This is an optimization exercise on Yosys and OpenROAD, whose aim is small area, a short achievable clock period and few clock cycles per item, not a production implementation.
At most, simulation tests tie the RTL to the original design; equivalence was not proved.

// bsm_xfade
module bsm_xfade (
    input  wire        clk,
    input  wire        rst,
    input  wire        cmd_valid,
    output wire        cmd_ready,
    input  wire [11:0] cmd_len,
    input  wire        in_valid,
    output wire        in_ready,
    input  wire [15:0] in_dst,
    input  wire [15:0] in_src,
    output wire        out_valid,
    input  wire        out_ready,
    output wire [15:0] out_data
);
clock: 10.0 ns
lec_check: 0
cap_margin: 0
core_margin: 2
core_utilization: 40
place_density: 0.6
setup_slack_margin: 5
slew_margin: 0
run.sh (not shown) runs the stock make flow with config.mk's settings and CLKGATE_MAP_FILE= SYNTH_SCRIPT=/design/flow/synth_recipe.tcl, a recipe that flattens the netlist after the stock synthesis.
The starting point produced a clean layout.
Testbench counts at the start, summed over its fixed seeds: cycles 40,550, items 38,279.
Rerun with:
--- a/flow/config.mk
+++ b/flow/config.mk
@@ -6,8 +6,8 @@
 export NUM_CORES = 4
 export LEC_CHECK = 0
-export CAP_MARGIN = 0
+export CAP_MARGIN = 5
 export CORE_MARGIN = 2
 export CORE_UTILIZATION = 40
 export PLACE_DENSITY = 0.6
 export SETUP_SLACK_MARGIN = 5
-export SLEW_MARGIN = 0
+export SLEW_MARGIN = 5
- The changed run completed with no timing, DRC or antenna violations
- worst setup slack is unchanged
- core utilization is unchanged
- hold slack is unchanged
Rerun with:
==> flow/flow/run.sh (new file) <==
#!/bin/bash
# The standard layout (the standard.sh: standard synthesis and ORFS
# from floorplan to finish), with the ports buffered by the smallest
# buffer instead of the delay buffer buffer_ports picks by default.
set -euo pipefail
export BUFFER_PORTS_ARGS="-buffer_cell sky130_fd_sc_hd__buf_1"
bash standard.sh > standard.log 2>&1
==> flow/standard.sh (new file) <==
#!/bin/bash
# synth_recipe.tcl (not shown) runs the flow's synth.tcl, then flattens the netlist and writes it again
# the make line also repeats each setting of config.mk as NAME=value (left out here)
make -C /OpenROAD-flow-scripts/flow DESIGN_CONFIG=/design/flow/config.mk WORK_HOME=/design/flow/orfs CLKGATE_MAP_FILE= SYNTH_SCRIPT=/design/flow/synth_recipe.tcl "${@:-finish}"
removed: flow/run.sh
Worst setup slack gets better by 37 ps.
Wire length is lower by 0.85%.
Cell area is lower by 1.4%.
Synthesized cell count is unchanged.
Fmax is higher by 0.77%.
Utilization is lower by 0.65 points.
Area after synthesis does not change.
Final cell count hardly moves.

---

Setup of north:
bsm_xfade, a different RTL version from the one above (not shown whole).
Size in the first run: ~2,300 cells after synthesis, roughly 200 flip-flops.
clock: 10.0 ns
lec_check: 0
cap_margin: 5
core_margin: 2
core_utilization: 40
place_density: 0.75
setup_slack_margin: 5
slew_margin: 5
Stock flow here: none of the scripts above is used.
Having completed the whole flow, north delivered a layout that passed the timing, DRC and antenna checks.
Testbench counts of north, summed over its fixed seeds: cycles 41,401, items 38,279.
### north -> south
Settings: a change of PLACE_DENSITY from 0.75 to 0.6.
==> flow/flow/run.sh (new file) <==
#!/bin/bash
# The standard layout (the standard.sh: standard synthesis and ORFS
# from floorplan to finish), with the ports buffered by the smallest
# buffer instead of the delay buffer buffer_ports picks by default.
set -euo pipefail
export BUFFER_PORTS_ARGS="-buffer_cell sky130_fd_sc_hd__buf_1"
bash standard.sh > standard.log 2>&1
==> flow/standard.sh (new file) <==
#!/bin/bash
# synth_recipe.tcl (not shown) runs the flow's synth.tcl, then flattens the netlist and writes it again
# the make line also repeats each setting of config.mk as NAME=value (left out here)
make -C /OpenROAD-flow-scripts/flow DESIGN_CONFIG=/design/flow/config.mk WORK_HOME=/design/flow/orfs CLKGATE_MAP_FILE= SYNTH_SCRIPT=/design/flow/synth_recipe.tcl "${@:-finish}"
removed: flow/run.sh
Results
- Compared with north, in south number of nets in the layout barely changed; maximum number of pins on one net before global-route repair went up 7.1%; average vias per placed instance dropped 3.9%.
Changes in east relative to south:
Settings: CORE_UTILIZATION changed from 40 to 60; PLACE_DENSITY changed from 0.6 to 0.7.
==> flow/run.sh (new file) <==
#!/bin/bash
# synth_recipe.tcl (not shown) runs the flow's synth.tcl, then flattens the netlist and writes it again
# the make line also repeats each setting of config.mk as NAME=value (left out here)
make -C /OpenROAD-flow-scripts/flow DESIGN_CONFIG=/design/flow/config.mk WORK_HOME=/design/flow/orfs CLKGATE_MAP_FILE= SYNTH_SCRIPT=/design/flow/synth_recipe.tcl finish
removed: flow/flow/run.sh
removed: flow/standard.sh
Results
east completed; timing, DRC and antenna clean
Global-route usage in east is 12 points higher than in south
east ends up with a first-iteration DRC count that is about 12% higher than in south.
Timing startpoint of the critical path = dv[4]: south; timing startpoint of the critical path = dv[5]: east
Layout buffering overhead excluding clock cells, east and south: lower on south
As of east, achievable frequency had risen by a few percent compared to south.
A top layer used by detailed routing of met5 is what east shows, while met4 belongs to south.
Inputs modified between east and west:
Settings: CORE_UTILIZATION now 40, was 60; PLACE_DENSITY now 0.6, was 0.7; CAP_MARGIN now 0, was 5; SLEW_MARGIN now 0, was 5; CTS_BUF_LIST now sky130_fd_sc_hd__clkbuf_8, previously not set.
- Delta (west minus east): highest fanout seen on the critical path dropped 1; setup slack on the worst flop-to-flop path -70 ps; cell area after layout shows an increase of about 0.6%.
- Highest signal layer in the routed design = met4: west; highest signal layer in the routed design = met5: east
- Compared with east, west has less setup slack.
- west vs. east: post-cts gate resize count rose 16%, number of ordinary and repair buffers in the finished layout fell 3.9%, number of iterations in the first detailed-routing pass fell 3.

---

bsm_xfade, a different RTL version from the one above (not shown whole).
Size in the first run: ~280 flip-flops, about 68 I/O pins, roughly 28000 um^2 of cells after synthesis.
export LEC_CHECK = 0
export ABC_AREA = 1
export CAP_MARGIN = 20
export CORE_MARGIN = 2
export CORE_UTILIZATION = 40
export PLACE_DENSITY = 0.6
export SETUP_SLACK_MARGIN = 5
export SLEW_MARGIN = 20
create_clock -name core_clock -period 10.0 [get_ports {clk}]
Stock flow here: none of the scripts above is used.
Testbench counts at the start, summed over its fixed seeds: cycles 41,401, items 38,279.
Edit:
--- a/flow/config.mk
+++ b/flow/config.mk
@@ -6,9 +6,9 @@
 export NUM_CORES = 4
 export LEC_CHECK = 0
-export ABC_AREA = 1
 export CAP_MARGIN = 20
 export CORE_MARGIN = 2
-export CORE_UTILIZATION = 40
-export PLACE_DENSITY = 0.6
+export CORE_UTILIZATION = 60
+export CTS_BUF_LIST = sky130_fd_sc_hd__clkbuf_4 sky130_fd_sc_hd__clkbuf_8
+export PLACE_DENSITY = 0.7
 export SETUP_SLACK_MARGIN = 5
 export SLEW_MARGIN = 20
Outcome:
- routed wire length went down by 11%
- global-route usage increases by 9.1 points
- critical path depth goes up by 2
- via count fell by 12%
- design area goes down by 5.8%
- non-clock buffer count goes up by 62
- synthesized cell count fell by 23%
Edit:
==> flow/config.mk (replaced) <==
export PLATFORM = sky130hd
export DESIGN_NAME = bsm_xfade
export DESIGN_NICKNAME = bsm_xfade
export VERILOG_FILES = /design/flow/design.v
export SDC_FILE = /design/flow/constraint.sdc
export NUM_CORES = 4
export LEC_CHECK = 0
export ABC_CLOCK_PERIOD_IN_PS = 5000
export CAP_MARGIN = 20
export CORE_MARGIN = 2
export CORE_UTILIZATION = 40
export PLACE_DENSITY = 0.6
export SETUP_SLACK_MARGIN = 5
export SLEW_MARGIN = 20
- count of clock-buffer cells in the layout drops by 24
- sequential share of layout area drops by 0.68 points
- cell count climbs by 7.0%
- worst setup slack improves by 200 ps
Edit:
--- a/flow/config.mk
+++ b/flow/config.mk
@@ -6,5 +6,5 @@
 export NUM_CORES = 4
 export LEC_CHECK = 0
-export ABC_CLOCK_PERIOD_IN_PS = 5000
+export ABC_CLOCK_PERIOD_IN_PS = 3500
 export CAP_MARGIN = 20
 export CORE_MARGIN = 2
Routed wire length does not change.
Via count is unchanged.
Design area does not change.
Global-route usage is unchanged.
Critical path depth stays the same.
Cell count stays the same.
Sequential cell count stays the same.
Synthesized cell count does not change.

---

Setup of exp/fjord:
Another version of the RTL of bsm_xfade (not shown whole).
For scale: ~220 flip-flops, roughly 68 I/O pins, roughly 24,000 um2 of cells after synthesis.
clock: 10.0 ns
lec_check: 0
cap_margin: 20
core_margin: 2
core_utilization: 60
place_density: 0.7
setup_slack_margin: 5
slew_margin: 20
Edits applied to the flow inputs when going from exp/fjord to exp/lagoon:
Settings: CORE_UTILIZATION now 40, was 60; ABC_CLOCK_PERIOD_IN_PS now 5000, previously not set; PLACE_DENSITY now 0.6, was 0.7.
Findings:
- Relative to exp/fjord, the final cell area reported for exp/lagoon is higher.
- exp/lagoon against exp/fjord: maximum frequency saw a decrease.
- Delta (exp/lagoon minus exp/fjord): time the final worst path needs with I/O delays and setup higher; area of the multi-input gates stayed essentially flat; overall routed net length shows no meaningful change.
- The final reports for exp/lagoon and exp/fjord show share of the clock period used by the worst path higher in the former.
- exp/lagoon — filler-free cell count of the finished design 244 higher, exp/fjord as reference
No functional check of the RTL was part of any run of this note.

---

RTL: one of the versions met above, not the one the previous note started from.
For scale: ~2300 cells after synthesis, ~68 I/O pins.
make LEC_CHECK=0 CAP_MARGIN=5 CORE_MARGIN=2 CORE_UTILIZATION=40 PLACE_DENSITY=0.6 SETUP_SLACK_MARGIN=5 SLEW_MARGIN=5 finish   # period 10.0 ns
Testbench counts at the start, summed over its fixed seeds: cycles 41,401, items 38,279.
Then changed:
ABC_CLOCK_PERIOD_IN_PS = 5000   (was not set)
CAP_MARGIN = 20   (was 5)
SLEW_MARGIN = 20   (was 5)
Effect:
- die area does not change
- wire length climbs by 2.4%
- count of clock-buffer cells in the layout is unchanged
- design area climbs by about 1.8%
- fmax drops by 1.2%
- worst setup slack got worse by 0.063 ns
- sequential share of layout area drops by 0.37 points

==> re-timing with driven ports <==
In the flow no input, the clock included, has a driving cell. The finished layouts below were timed again as built, in two steps.
Step 1 sets driving cells, clkbuf_16 on the clock port and buf_2 on the other inputs (assumed; they add their load-dependent delay and slew).
Step 2 adds t to the input delays and takes it off the output delays; t is the mean of the earliest and latest rising clock arrival at the registers after step 1. Input paths then give back, and output paths get back, about the clock's delay inside the block.
Three values: no drivers, after step 1, after step 2; two values: the first two.
run	t, ns	setup WS [ns]	cell pins on the clock port's net
the first run of note 1	0.545	5.139 / 5.117 / 4.675	1
the second run of note 1	0.545	5.139 / 5.117 / 4.675	1
the third run of note 1	0.550	5.176 / 5.176 / 4.987	1
north	0.548	4.734 / 4.734 / 4.675	1
south	0.558	4.748 / 4.748 / 4.748	1
east	0.508	4.857 / 4.857 / 4.649	1
west	0.617	4.786 / 4.786 / 4.706	1
the first run of note 3	0.617	5.206 / 5.206 / 5.043	1
the second run of note 3	0.708	4.693 / 4.693 / 4.601	1
the third run of note 3	0.607	4.897 / 4.897 / 4.797	1
the fourth run of note 3	0.607	4.897 / 4.897 / 4.797	1
exp/fjord	0.621	4.804 / 4.804 / 4.662	1
exp/lagoon	0.634	4.725 / 4.725 / 4.594	1
the first run of note 5	0.548	4.788 / 4.788 / 4.656	1
the second run of note 5	0.557	4.725 / 4.725 / 4.705	1
After both steps every run listed still meets setup and hold.
